What follows belongs to an exercise in optimizing a design on an open flow for small area, a short achievable clock period and few clock cycles; a production flow would make more cautious choices. The RTL was checked by simulation tests, not by an equivalence proof against the original design. Power figures rest on the tool's default switching activity, not on a simulated workload.

$ cat run.sh
#!/bin/bash
# synth_recipe.tcl (not shown) runs the flow's synth.tcl, then flattens the netlist and writes it again
# the make line also repeats each setting of config.mk as NAME=value (left out here)
make -C /OpenROAD-flow-scripts/flow DESIGN_CONFIG=/design/flow/config.mk WORK_HOME=/design/flow/orfs CLKGATE_MAP_FILE= SYNTH_SCRIPT=/design/flow/synth_recipe.tcl finish
$ cat config.mk
export PLATFORM = sky130hd
export DESIGN_NAME = ifsb_codec
export DESIGN_NICKNAME = ifsb_codec
export VERILOG_FILES = /design/flow/design.v
export SDC_FILE = /design/flow/constraint.sdc
export NUM_CORES = 4
export LEC_CHECK = 0
export CAP_MARGIN = 20
export CORE_MARGIN = 2
export CORE_UTILIZATION = 40
export SLEW_MARGIN = 20
$ cat constraint.sdc
create_clock -name core_clock -period 10.0 [get_ports {clk}]
set_input_delay 2.0000 -clock core_clock [delete_from_list [all_inputs] [get_ports {clk}]]
set_output_delay 2.0000 -clock core_clock [all_outputs]
set_load 0.01 [all_outputs]
$ cat design.v
module ifsb_crc_rom (
    input  wire [7:0]  addr,
    output reg  [15:0] data
);
    always @* begin
        case (addr)
            8'h00: data = 16'h0000;
            8'h01: data = 16'h1189;
            8'h02: data = 16'h2312;
            8'h03: data = 16'h329B;
            8'h04: data = 16'h4624;
            8'h05: data = 16'h57AD;
            8'h06: data = 16'h6536;
            8'h07: data = 16'h74BF;
            8'h08: data = 16'h8C48;
            8'h09: data = 16'h9DC1;
            8'h0A: data = 16'hAF5A;
            8'h0B: data = 16'hBED3;
            8'h0C: data = 16'hCA6C;
            8'h0D: data = 16'hDBE5;
            8'h0E: data = 16'hE97E;
            8'h0F: data = 16'hF8F7;
            8'h10: data = 16'h1081;
            8'h11: data = 16'h0108;
            8'h12: data = 16'h3393;
            8'h13: data = 16'h221A;
            8'h14: data = 16'h56A5;
            8'h15: data = 16'h472C;
            8'h16: data = 16'h75B7;
            8'h17: data = 16'h643E;
            8'h18: data = 16'h9CC9;
            8'h19: data = 16'h8D40;
            8'h1A: data = 16'hBFDB;
            8'h1B: data = 16'hAE52;
            8'h1C: data = 16'hDAED;
            8'h1D: data = 16'hCB64;
            8'h1E: data = 16'hF9FF;
            8'h1F: data = 16'hE876;
            8'h20: data = 16'h2102;
            8'h21: data = 16'h308B;
            8'h22: data = 16'h0210;
            8'h23: data = 16'h1399;
            8'h24: data = 16'h6726;
            8'h25: data = 16'h76AF;
            8'h26: data = 16'h4434;
            8'h27: data = 16'h55BD;
            8'h28: data = 16'hAD4A;
            8'h29: data = 16'hBCC3;
            8'h2A: data = 16'h8E58;
            8'h2B: data = 16'h9FD1;
            8'h2C: data = 16'hEB6E;
            8'h2D: data = 16'hFAE7;
            8'h2E: data = 16'hC87C;
            8'h2F: data = 16'hD9F5;
            8'h30: data = 16'h3183;
            8'h31: data = 16'h200A;
            8'h32: data = 16'h1291;
            8'h33: data = 16'h0318;
            8'h34: data = 16'h77A7;
            8'h35: data = 16'h662E;
            8'h36: data = 16'h54B5;
            8'h37: data = 16'h453C;
            8'h38: data = 16'hBDCB;
            8'h39: data = 16'hAC42;
            8'h3A: data = 16'h9ED9;
            8'h3B: data = 16'h8F50;
            8'h3C: data = 16'hFBEF;
            8'h3D: data = 16'hEA66;
            8'h3E: data = 16'hD8FD;
            8'h3F: data = 16'hC974;
            8'h40: data = 16'h4204;
            8'h41: data = 16'h538D;
            8'h42: data = 16'h6116;
            8'h43: data = 16'h709F;
            8'h44: data = 16'h0420;
            8'h45: data = 16'h15A9;
            8'h46: data = 16'h2732;
            8'h47: data = 16'h36BB;
            8'h48: data = 16'hCE4C;
            8'h49: data = 16'hDFC5;
            8'h4A: data = 16'hED5E;
            8'h4B: data = 16'hFCD7;
            8'h4C: data = 16'h8868;
            8'h4D: data = 16'h99E1;
            8'h4E: data = 16'hAB7A;
            8'h4F: data = 16'hBAF3;
            8'h50: data = 16'h5285;
            8'h51: data = 16'h430C;
            8'h52: data = 16'h7197;
            8'h53: data = 16'h601E;
            8'h54: data = 16'h14A1;
            8'h55: data = 16'h0528;
            8'h56: data = 16'h37B3;
            8'h57: data = 16'h263A;
            8'h58: data = 16'hDECD;
            8'h59: data = 16'hCF44;
            8'h5A: data = 16'hFDDF;
            8'h5B: data = 16'hEC56;
            8'h5C: data = 16'h98E9;
            8'h5D: data = 16'h8960;
            8'h5E: data = 16'hBBFB;
            8'h5F: data = 16'hAA72;
            8'h60: data = 16'h6306;
            8'h61: data = 16'h728F;
            8'h62: data = 16'h4014;
            8'h63: data = 16'h519D;
            8'h64: data = 16'h2522;
            8'h65: data = 16'h34AB;
            8'h66: data = 16'h0630;
            8'h67: data = 16'h17B9;
            8'h68: data = 16'hEF4E;
            8'h69: data = 16'hFEC7;
            8'h6A: data = 16'hCC5C;
            8'h6B: data = 16'hDDD5;
            8'h6C: data = 16'hA96A;
            8'h6D: data = 16'hB8E3;
            8'h6E: data = 16'h8A78;
            8'h6F: data = 16'h9BF1;
            8'h70: data = 16'h7387;
            8'h71: data = 16'h620E;
            8'h72: data = 16'h5095;
            8'h73: data = 16'h411C;
            8'h74: data = 16'h35A3;
            8'h75: data = 16'h242A;
            8'h76: data = 16'h16B1;
            8'h77: data = 16'h0738;
            8'h78: data = 16'hFFCF;
            8'h79: data = 16'hEE46;
            8'h7A: data = 16'hDCDD;
            8'h7B: data = 16'hCD54;
            8'h7C: data = 16'hB9EB;
            8'h7D: data = 16'hA862;
            8'h7E: data = 16'h9AF9;
            8'h7F: data = 16'h8B70;
            8'h80: data = 16'h8408;
            8'h81: data = 16'h9581;
            8'h82: data = 16'hA71A;
            8'h83: data = 16'hB693;
            8'h84: data = 16'hC22C;
            8'h85: data = 16'hD3A5;
            8'h86: data = 16'hE13E;
            8'h87: data = 16'hF0B7;
            8'h88: data = 16'h0840;
            8'h89: data = 16'h19C9;
            8'h8A: data = 16'h2B52;
            8'h8B: data = 16'h3ADB;
            8'h8C: data = 16'h4E64;
            8'h8D: data = 16'h5FED;
            8'h8E: data = 16'h6D76;
            8'h8F: data = 16'h7CFF;
            8'h90: data = 16'h9489;
            8'h91: data = 16'h8500;
            8'h92: data = 16'hB79B;
            8'h93: data = 16'hA612;
            8'h94: data = 16'hD2AD;
            8'h95: data = 16'hC324;
            8'h96: data = 16'hF1BF;
            8'h97: data = 16'hE036;
            8'h98: data = 16'h18C1;
            8'h99: data = 16'h0948;
            8'h9A: data = 16'h3BD3;
            8'h9B: data = 16'h2A5A;
            8'h9C: data = 16'h5EE5;
            8'h9D: data = 16'h4F6C;
            8'h9E: data = 16'h7DF7;
            8'h9F: data = 16'h6C7E;
            8'hA0: data = 16'hA50A;
            8'hA1: data = 16'hB483;
            8'hA2: data = 16'h8618;
            8'hA3: data = 16'h9791;
            8'hA4: data = 16'hE32E;
            8'hA5: data = 16'hF2A7;
            8'hA6: data = 16'hC03C;
            8'hA7: data = 16'hD1B5;
            8'hA8: data = 16'h2942;
            8'hA9: data = 16'h38CB;
            8'hAA: data = 16'h0A50;
            8'hAB: data = 16'h1BD9;
            8'hAC: data = 16'h6F66;
            8'hAD: data = 16'h7EEF;
            8'hAE: data = 16'h4C74;
            8'hAF: data = 16'h5DFD;
            8'hB0: data = 16'hB58B;
            8'hB1: data = 16'hA402;
            8'hB2: data = 16'h9699;
            8'hB3: data = 16'h8710;
            8'hB4: data = 16'hF3AF;
            8'hB5: data = 16'hE226;
            8'hB6: data = 16'hD0BD;
            8'hB7: data = 16'hC134;
            8'hB8: data = 16'h39C3;
            8'hB9: data = 16'h284A;
            8'hBA: data = 16'h1AD1;
            8'hBB: data = 16'h0B58;
            8'hBC: data = 16'h7FE7;
            8'hBD: data = 16'h6E6E;
            8'hBE: data = 16'h5CF5;
            8'hBF: data = 16'h4D7C;
            8'hC0: data = 16'hC60C;
            8'hC1: data = 16'hD785;
            8'hC2: data = 16'hE51E;
            8'hC3: data = 16'hF497;
            8'hC4: data = 16'h8028;
            8'hC5: data = 16'h91A1;
            8'hC6: data = 16'hA33A;
            8'hC7: data = 16'hB2B3;
            8'hC8: data = 16'h4A44;
            8'hC9: data = 16'h5BCD;
            8'hCA: data = 16'h6956;
            8'hCB: data = 16'h78DF;
            8'hCC: data = 16'h0C60;
            8'hCD: data = 16'h1DE9;
            8'hCE: data = 16'h2F72;
            8'hCF: data = 16'h3EFB;
            8'hD0: data = 16'hD68D;
            8'hD1: data = 16'hC704;
            8'hD2: data = 16'hF59F;
            8'hD3: data = 16'hE416;
            8'hD4: data = 16'h90A9;
            8'hD5: data = 16'h8120;
            8'hD6: data = 16'hB3BB;
            8'hD7: data = 16'hA232;
            8'hD8: data = 16'h5AC5;
            8'hD9: data = 16'h4B4C;
            8'hDA: data = 16'h79D7;
            8'hDB: data = 16'h685E;
            8'hDC: data = 16'h1CE1;
            8'hDD: data = 16'h0D68;
            8'hDE: data = 16'h3FF3;
            8'hDF: data = 16'h2E7A;
            8'hE0: data = 16'hE70E;
            8'hE1: data = 16'hF687;
            8'hE2: data = 16'hC41C;
            8'hE3: data = 16'hD595;
            8'hE4: data = 16'hA12A;
            8'hE5: data = 16'hB0A3;
            8'hE6: data = 16'h8238;
            8'hE7: data = 16'h93B1;
            8'hE8: data = 16'h6B46;
            8'hE9: data = 16'h7ACF;
            8'hEA: data = 16'h4854;
            8'hEB: data = 16'h59DD;
            8'hEC: data = 16'h2D62;
            8'hED: data = 16'h3CEB;
            8'hEE: data = 16'h0E70;
            8'hEF: data = 16'h1FF9;
            8'hF0: data = 16'hF78F;
            8'hF1: data = 16'hE606;
            8'hF2: data = 16'hD49D;
            8'hF3: data = 16'hC514;
            8'hF4: data = 16'hB1AB;
            8'hF5: data = 16'hA022;
            8'hF6: data = 16'h92B9;
            8'hF7: data = 16'h8330;
            8'hF8: data = 16'h7BC7;
            8'hF9: data = 16'h6A4E;
            8'hFA: data = 16'h58D5;
            8'hFB: data = 16'h495C;
            8'hFC: data = 16'h3DE3;
            8'hFD: data = 16'h2C6A;
            8'hFE: data = 16'h1EF1;
            8'hFF: data = 16'h0F78;
            default: data = 16'h0000;
        endcase
    end
endmodule
module ifsb_codec (
    input  wire        clk,
    input  wire        rst,
    input  wire        req_valid,
    input  wire [7:0]  req_data,
    output wire        req_ready,
    output wire        dout_valid,
    output wire [7:0]  dout_data,
    input  wire        dout_ready,
    output wire        rsp_valid,
    input  wire        rsp_ready,
    output wire [3:0]  rsp_code,
    output wire        rsp_has_status,
    output wire [7:0]  rsp_status,
    output wire [15:0] rsp_value,
    output wire [7:0]  rsp_consumed,
    output wire [31:0] rsp_info
);
    localparam [3:0] R_OK          = 4'd0;
    localparam [3:0] R_NO_RESPONSE = 4'd1;
    localparam [3:0] R_NOOP        = 4'd2;
    localparam [3:0] R_SYNC_ERR    = 4'd3;
    localparam [3:0] R_TRUNCATED   = 4'd4;
    localparam [3:0] R_LEN_ERR     = 4'd5;
    localparam [3:0] R_CRC_ERR     = 4'd6;
    localparam [3:0] R_ENC_ERR     = 4'd7;
    localparam [3:0] R_ILLEGAL_OP  = 4'd11;
    localparam [3:0] OP_CRC_INIT = 4'h0;
    localparam [3:0] OP_CRC_BYTE = 4'h1;
    localparam [3:0] OP_CRC16    = 4'h2;
    localparam [3:0] OP_ENCODE   = 4'h3;
    localparam [3:0] OP_PARSE    = 4'h4;
    localparam [1:0] ST_LEN  = 2'd0;
    localparam [1:0] ST_CMD  = 2'd1;
    localparam [1:0] ST_DATA = 2'd2;
    localparam [1:0] ST_CRC  = 2'd3;
    localparam [3:0] S_HDR       = 4'd0;
    localparam [3:0] S_DECODE    = 4'd1;
    localparam [3:0] S_CRC16     = 4'd2;
    localparam [3:0] S_ENC_HEAD  = 4'd3;
    localparam [3:0] S_ENC_DATA  = 4'd4;
    localparam [3:0] S_ENC_TRAIL = 4'd5;
    localparam [3:0] S_PARSE     = 4'd6;
    localparam [3:0] S_DRAIN     = 4'd7;
    localparam [3:0] S_RSP       = 4'd8;
    localparam [2:0] P_SYNC  = 3'd0;
    localparam [2:0] P_LEN   = 3'd1;
    localparam [2:0] P_CMD   = 3'd2;
    localparam [2:0] P_DATA  = 3'd3;
    localparam [2:0] P_CRC0  = 3'd4;
    localparam [2:0] P_CRC1  = 3'd5;
    localparam [2:0] P_CHECK = 3'd6;
    reg [3:0]  state;
    reg [1:0]  hcnt;       
    reg [31:0] hdr;
    reg [7:0]  rem;        
    reg [15:0] crc_reg;    
    reg [15:0] acc;        
    reg [1:0]  sub;        
    reg [2:0]  pst;
    reg [7:0]  dlen;
    reg [7:0]  dcmd;
    reg [7:0]  dleft;
    reg [15:0] dcrc;
    reg        dout_v;
    reg [7:0]  dout_d;
    reg [3:0]  r_code;
    reg        r_has_status;
    reg [7:0]  r_status;
    reg [15:0] r_value;
    reg [7:0]  r_consumed;
    reg [31:0] r_info;
    wire [3:0] h_op   = hdr[3:0];
    wire [3:0] h_rsv0 = hdr[7:4];
    wire [7:0] h_cmd  = hdr[15:8];
    wire [7:0] h_n    = hdr[23:16];
    wire [7:0] h_rsv1 = hdr[31:24];
    wire out_free = !dout_v || dout_ready;
    wire [7:0] enc_head = (sub == 2'd0) ? 8'hFC :
                          (sub == 2'd1) ? (h_n + 8'd5) : h_cmd;
    reg  [15:0] step_c;
    reg  [7:0]  step_b;
    wire [15:0] rom_q;
    wire [15:0] step_out = {8'h00, step_c[15:8]} ^ rom_q;
    ifsb_crc_rom u_rom (
        .addr (step_c[7:0] ^ step_b),
        .data (rom_q)
    );
    always @* begin
        step_c = acc;
        step_b = req_data;
        if (state == S_DECODE) begin
            step_c = crc_reg;
            step_b = h_cmd;
        end else if (state == S_ENC_HEAD) begin
            step_b = enc_head;
        end
    end
    wire illegal = (h_op > OP_PARSE) || (h_rsv0 != 4'd0) || (h_rsv1 != 8'd0) ||
                   (h_op == OP_CRC_INIT && (h_cmd != 8'd0 || h_n != 8'd0)) ||
                   (h_op == OP_CRC_BYTE && h_n != 8'd0) ||
                   (h_op == OP_CRC16    && h_cmd != 8'd0) ||
                   (h_op == OP_PARSE    && h_cmd != 8'd0);
    reg rdy;
    always @* begin
        case (state)
            S_HDR:      rdy = 1'b1;
            S_CRC16:    rdy = (rem != 8'd0);
            S_ENC_DATA: rdy = (rem != 8'd0) && out_free;
            S_PARSE:    rdy = (rem != 8'd0) && (pst != P_CHECK) &&
                              (pst != P_DATA || out_free);
            S_DRAIN:    rdy = (rem != 8'd0);
            default:    rdy = 1'b0;
        endcase
    end
    assign req_ready = rdy;
    wire in_fire = req_valid && rdy;
    always @(posedge clk) begin
        if (rst) begin
            state   <= S_HDR;
            hcnt    <= 2'd0;
            crc_reg <= 16'h0000;
            dout_v  <= 1'b0;
        end else begin
            if (dout_v && dout_ready)
                dout_v <= 1'b0;
            case (state)
                S_HDR: begin
                    if (in_fire) begin
                        hdr  <= {req_data, hdr[31:8]};
                        hcnt <= hcnt + 2'd1;
                        if (hcnt == 2'd3)
                            state <= S_DECODE;
                    end
                end
                S_DECODE: begin
                    rem          <= h_n;
                    acc          <= 16'h0000;
                    sub          <= 2'd0;
                    pst          <= P_SYNC;
                    r_code       <= R_OK;
                    r_has_status <= 1'b0;
                    r_status     <= 8'h00;
                    r_value      <= 16'h0000;
                    r_consumed   <= 8'd0;
                    r_info       <= 32'd0;
                    if (illegal) begin
                        r_code <= R_ILLEGAL_OP;
                        state  <= S_DRAIN;
                    end else begin
                        case (h_op)
                            OP_CRC_INIT: begin
                                crc_reg <= 16'h0000;
                                state   <= S_RSP;
                            end
                            OP_CRC_BYTE: begin
                                crc_reg <= step_out;
                                r_value <= step_out;
                                state   <= S_RSP;
                            end
                            OP_CRC16: begin
                                state <= S_CRC16;
                            end
                            OP_ENCODE: begin
                                if (h_n > 8'd250) begin
                                    r_code <= R_ENC_ERR;
                                    r_info <= {24'd0, h_n};
                                    state  <= S_DRAIN;
                                end else begin
                                    state <= S_ENC_HEAD;
                                end
                            end
                            default: begin
                                state <= S_PARSE;
                            end
                        endcase
                    end
                end
                S_CRC16: begin
                    if (rem == 8'd0) begin
                        crc_reg <= acc;
                        r_value <= acc;
                        state   <= S_RSP;
                    end else if (in_fire) begin
                        acc <= step_out;
                        rem <= rem - 8'd1;
                    end
                end
                S_ENC_HEAD: begin
                    if (out_free) begin
                        dout_v <= 1'b1;
                        dout_d <= enc_head;
                        acc    <= step_out;
                        sub    <= sub + 2'd1;
                        if (sub == 2'd2)
                            state <= S_ENC_DATA;
                    end
                end
                S_ENC_DATA: begin
                    if (rem == 8'd0) begin
                        sub   <= 2'd0;
                        state <= S_ENC_TRAIL;
                    end else if (in_fire) begin
                        dout_v <= 1'b1;
                        dout_d <= req_data;
                        acc    <= step_out;
                        rem    <= rem - 8'd1;
                    end
                end
                S_ENC_TRAIL: begin
                    if (out_free) begin
                        dout_v <= 1'b1;
                        sub    <= sub + 2'd1;
                        if (sub == 2'd0) begin
                            dout_d <= acc[7:0];
                        end else begin
                            dout_d  <= acc[15:8];
                            r_value <= acc;
                            state   <= S_RSP;
                        end
                    end
                end
                S_PARSE: begin
                    if (in_fire) begin
                        rem        <= rem - 8'd1;
                        r_consumed <= r_consumed + 8'd1;
                    end
                    case (pst)
                        P_SYNC: begin
                            if (rem == 8'd0) begin
                                r_code <= R_NO_RESPONSE;
                                state  <= S_DRAIN;
                            end else if (in_fire) begin
                                if (req_data == 8'h00) begin
                                    r_code       <= R_NOOP;
                                    r_has_status <= 1'b1;
                                    r_status     <= 8'h00;
                                    state        <= S_DRAIN;
                                end else if (req_data != 8'hFC) begin
                                    r_code <= R_SYNC_ERR;
                                    r_info <= {24'd0, req_data};
                                    state  <= S_DRAIN;
                                end else begin
                                    acc <= step_out;
                                    pst <= P_LEN;
                                end
                            end
                        end
                        P_LEN: begin
                            if (rem == 8'd0) begin
                                r_code <= R_TRUNCATED;
                                r_info <= {22'd0, ST_LEN, 8'd0};
                                state  <= S_DRAIN;
                            end else if (in_fire) begin
                                dlen <= req_data;
                                if (req_data < 8'd5) begin
                                    r_code <= R_LEN_ERR;
                                    r_info <= {24'd0, req_data};
                                    state  <= S_DRAIN;
                                end else begin
                                    acc <= step_out;
                                    pst <= P_CMD;
                                end
                            end
                        end
                        P_CMD: begin
                            if (rem == 8'd0) begin
                                r_code <= R_TRUNCATED;
                                r_info <= {22'd0, ST_CMD, 8'd0};
                                state  <= S_DRAIN;
                            end else if (in_fire) begin
                                dcmd  <= req_data;
                                acc   <= step_out;
                                dleft <= dlen - 8'd5;
                                pst   <= (dlen == 8'd5) ? P_CRC0 : P_DATA;
                            end
                        end
                        P_DATA: begin
                            if (rem == 8'd0) begin
                                r_code <= R_TRUNCATED;
                                r_info <= {22'd0, ST_DATA, (dlen - 8'd5) - dleft};
                                state  <= S_DRAIN;
                            end else if (in_fire) begin
                                dout_v <= 1'b1;
                                dout_d <= req_data;
                                acc    <= step_out;
                                dleft  <= dleft - 8'd1;
                                if (dleft == 8'd1)
                                    pst <= P_CRC0;
                            end
                        end
                        P_CRC0: begin
                            if (rem == 8'd0) begin
                                r_code <= R_TRUNCATED;
                                r_info <= {22'd0, ST_CRC, 8'd0};
                                state  <= S_DRAIN;
                            end else if (in_fire) begin
                                dcrc[7:0] <= req_data;
                                pst       <= P_CRC1;
                            end
                        end
                        P_CRC1: begin
                            if (rem == 8'd0) begin
                                r_code <= R_TRUNCATED;
                                r_info <= {22'd0, ST_CRC, 8'd1};
                                state  <= S_DRAIN;
                            end else if (in_fire) begin
                                dcrc[15:8] <= req_data;
                                pst        <= P_CHECK;
                            end
                        end
                        default: begin  
                            if (dcrc == acc) begin
                                r_code       <= R_OK;
                                r_has_status <= 1'b1;
                                r_status     <= dcmd;
                            end else begin
                                r_code <= R_CRC_ERR;
                                r_info <= {acc, dcrc};
                            end
                            state <= S_DRAIN;
                        end
                    endcase
                end
                S_DRAIN: begin
                    if (rem == 8'd0)
                        state <= S_RSP;
                    else if (in_fire)
                        rem <= rem - 8'd1;
                end
                default: begin  
                    if (!dout_v && rsp_ready) begin
                        hcnt  <= 2'd0;
                        state <= S_HDR;
                    end
                end
            endcase
        end
    end
    assign dout_valid     = dout_v;
    assign dout_data      = dout_d;
    assign rsp_valid      = (state == S_RSP) && !dout_v;
    assign rsp_code       = r_code;
    assign rsp_has_status = r_has_status;
    assign rsp_status     = r_status;
    assign rsp_value      = r_value;
    assign rsp_consumed   = r_consumed;
    assign rsp_info       = r_info;
endmodule
==> reports/qor.csv <==
metric,value,unit
cpMostUsedCell,clkdlybuf4s50_1,
reg2reg_depth,12,
drv_cap,0,
irDropWorstVdd,102,uV
critical_path_arrival,3910,ps
globalplace.congestion,0.915,
worst-setup-path-type,input pin to output port,
r2r-start,state[0],
route.detailed.drc,0,
p_leak,0.00454,uW
num_vias,8597,
max_freq,169,MHz
htree_levels,1,
io_pins,93,
grt_pass1_wl,48900,um
ant_nets,0,
cp_slowest_cell,clkdlybuf4s50_1,
cts_setup_buffers,0,
power_density,252,nW/um2
crit_chain,clkdlybuf4s50_1 > nand4bb_1 > a211oi_1 > o22ai_1 > a21oi_1 > inv_1 > clkdlybuf4s50_1,
netlist_instances,1002,
post_drt_wl_per_cell,22.4,um
fin_area,12900,um2
die_w,168,um
grt_overflow_total,0,
cts-hold-fix-buffers,0,
rsz0062_at_grt,false,
critPathMaxStageDelay,480,ps
slew_headroom,26.6,%
start_util,40.4,%
placed_area,12100,um2
die_h,168,um
clock_path_buffers,3,
firstDrtPassIters,6,
ys_seq_elements,201,
drt-initial-drc-count,1027,
root_buffer,clkbuf_16,
postSynthAreaPerCell,10.8,um2
cts_resized,0,
cts_tree,built,
viasPerCell,5.97,
worstHoldStart,hdr[24],
hold_violations,0,
min_to,hdr[16],
rows,60,
cp-end-kind,output port,
dieArea,28400,um2
min_path_type,register to register,
clk_pin_slew,60,ps
required,8000,ps
final_common_cell,edfxtp_1,
async_flop_share,0,%
cp_num_buf_inv,3,
grtUsageTotal,22.3,%
cp_max_fo,3,
final.min_clock_period,5910,ps
ys_types,78,
post-route-period-util,59.1,%
drive_gt1_share,7.92,%
status,"complete, no violations",
setup_viol,0,
grt_max_degree,42,
critPathTopFamily,buffers and inverters,
grt_pass1_vias,7959,
top_regs,"hdr x32, r_info x32",
ys_seq_area_share,53.7,%
cts.sink_count,201,
tightest_slew,1100,ps
synth_flop_cell,edfxtp_1,
final_cell_mix,"edfxtp_1 (178), nor2_1 (93), clkdlybuf4s50_1 (92), a21oi_1 (61), nand2_1 (59)",
totalWireLength,32200,um
place_hpwl,22200,um
area_delta_synth_final,19.7,%
ff2ff_setup_slack,5210,ps
synthesis.nets,1039,
fin_setup_tns,0,ps
fin_skew,21.8,ps
diodes,0,
drv_slew,0,
crit-reg2reg-capture,acc[3],
synth_warnings,2,
final_nets,1120,
antenna_found_initial,0,
synth_edf_count,178,
startpoint,dout_ready,
clock_latency,520,ps
cts_buffers,23,
core_area,26700,um2
crit_path_start_kind,input pin,
min_path_cells,0,
port_buffers,92,
syn-cell-area,10800,um2
-- power breakdown --
part           internal, uW  total (uW)  switching [uW]
sequential             1080        1210             134
combinational           430        1160             734
clock                   526         881             355
-- Yosys cell counts (25+ instances only) --
cell | number | area, um2
clkbuf_1 | 47 | 176
xnor2_1 | 41 | 359
edfxtp_1 | 178 | 5350
and3_1 | 41 | 257
a22o_1 | 25 | 219
inv_1 | 33 | 124
nor3_1 | 38 | 190
o21ai_0 | 49 | 245
nand2_1 | 59 | 221
xor2_1 | 31 | 272
nor2_1 | 95 | 357
a21oi_1 | 62 | 310
-- worst max-delay path by stage --
stage	endpoint	slack, ps	cells past startpoint
5_1_grt	req_ready	4000	7
3_3_place_gp	req_ready	4150	7
4_1_cts	req_ready	4100	7
2_1_floorplan	r_info[0]	4730	7
6_report	req_ready	4090	7
3_5_place_dp	acc[3]	4100	12
-- layout make-up --
class | instances | area, um2
well taps | 341 | 427
clock buffers | 24 | 579
inverters | 36 | 135
fillers | 2400 | 13800
clock inverters | 17 | 199
flip-flops and latches | 201 | 5810
repair buffers | 117 | 1110
multi-input cells | 704 | 4680
-- cells by family (layout without fill, tap and decap cells) --
group                    after synthesis  count (layout)  share of synthesized area, %
multiplexers                          24              24                          2.23
flip-flops                           201             201                          53.7
AND/OR/NAND/NOR                      331             331                          15.6
buffers and inverters                 97             194                          3.60
XOR/XNOR                              72              72                          5.83
adder cells (fa/ha/maj)               25              25                          2.94
AO/OA/AOI/OAI                        252             252                          16.1
-- per-stage QoR --
stage | power [uW] | worst slack, ps | utilization [%] | std cells | hold slack (ps)
after floorplan | 1940 | 4730 | - | 1002 | 417
after global placement | 2360 | 4150 | 45.4 | 1399 | 427
after detailed placement | 2360 | 4100 | 45.4 | 1399 | 437
after CTS | 3240 | 4100 | 48.3 | 1440 | 453
after global routing | 3400 | 4000 | 48.4 | 1440 | 470
final | 3260 | 4090 | 48.4 | 1440 | 450
-- layer usage --
layer  up-vias  track usage [%]  part of all wire (%)
li1       3961                -                     -
met1      4171             33.4                    46
met2       418             33.8                    43
met3        47             3.71                   8.7
met4         0             5.47                   2.0
met5         -                0                     0
Testbench counts, summed over its fixed seeds: cycles 87,877.

-- afterwards: timing with drivers on the ports --
The results above use ideal ports. As a check the final layout listed here was re-extracted and re-timed, cells and wires unchanged. Step 1, drivers: a clkbuf_16 drives clk and a buf_2 each remaining input, both assumed. Step 2 moves the port delays by t, midway between the first and last clock arrival at a register: inputs arrive t later, outputs are due t later. That takes back most of the time a late clock gives input paths. Three values: ideal, step 1, step 2; two values: the first two.
t, ns: 0.563
setup WS [ns]: 4.085 / 4.040 / 4.040
worst register clock-pin slew, ns: 0.07 / 0.07
After both steps this run still meets setup and hold. For this run, drivers alone change the setup slack by -0.045 ns; drivers and shift together by -0.045 ns.
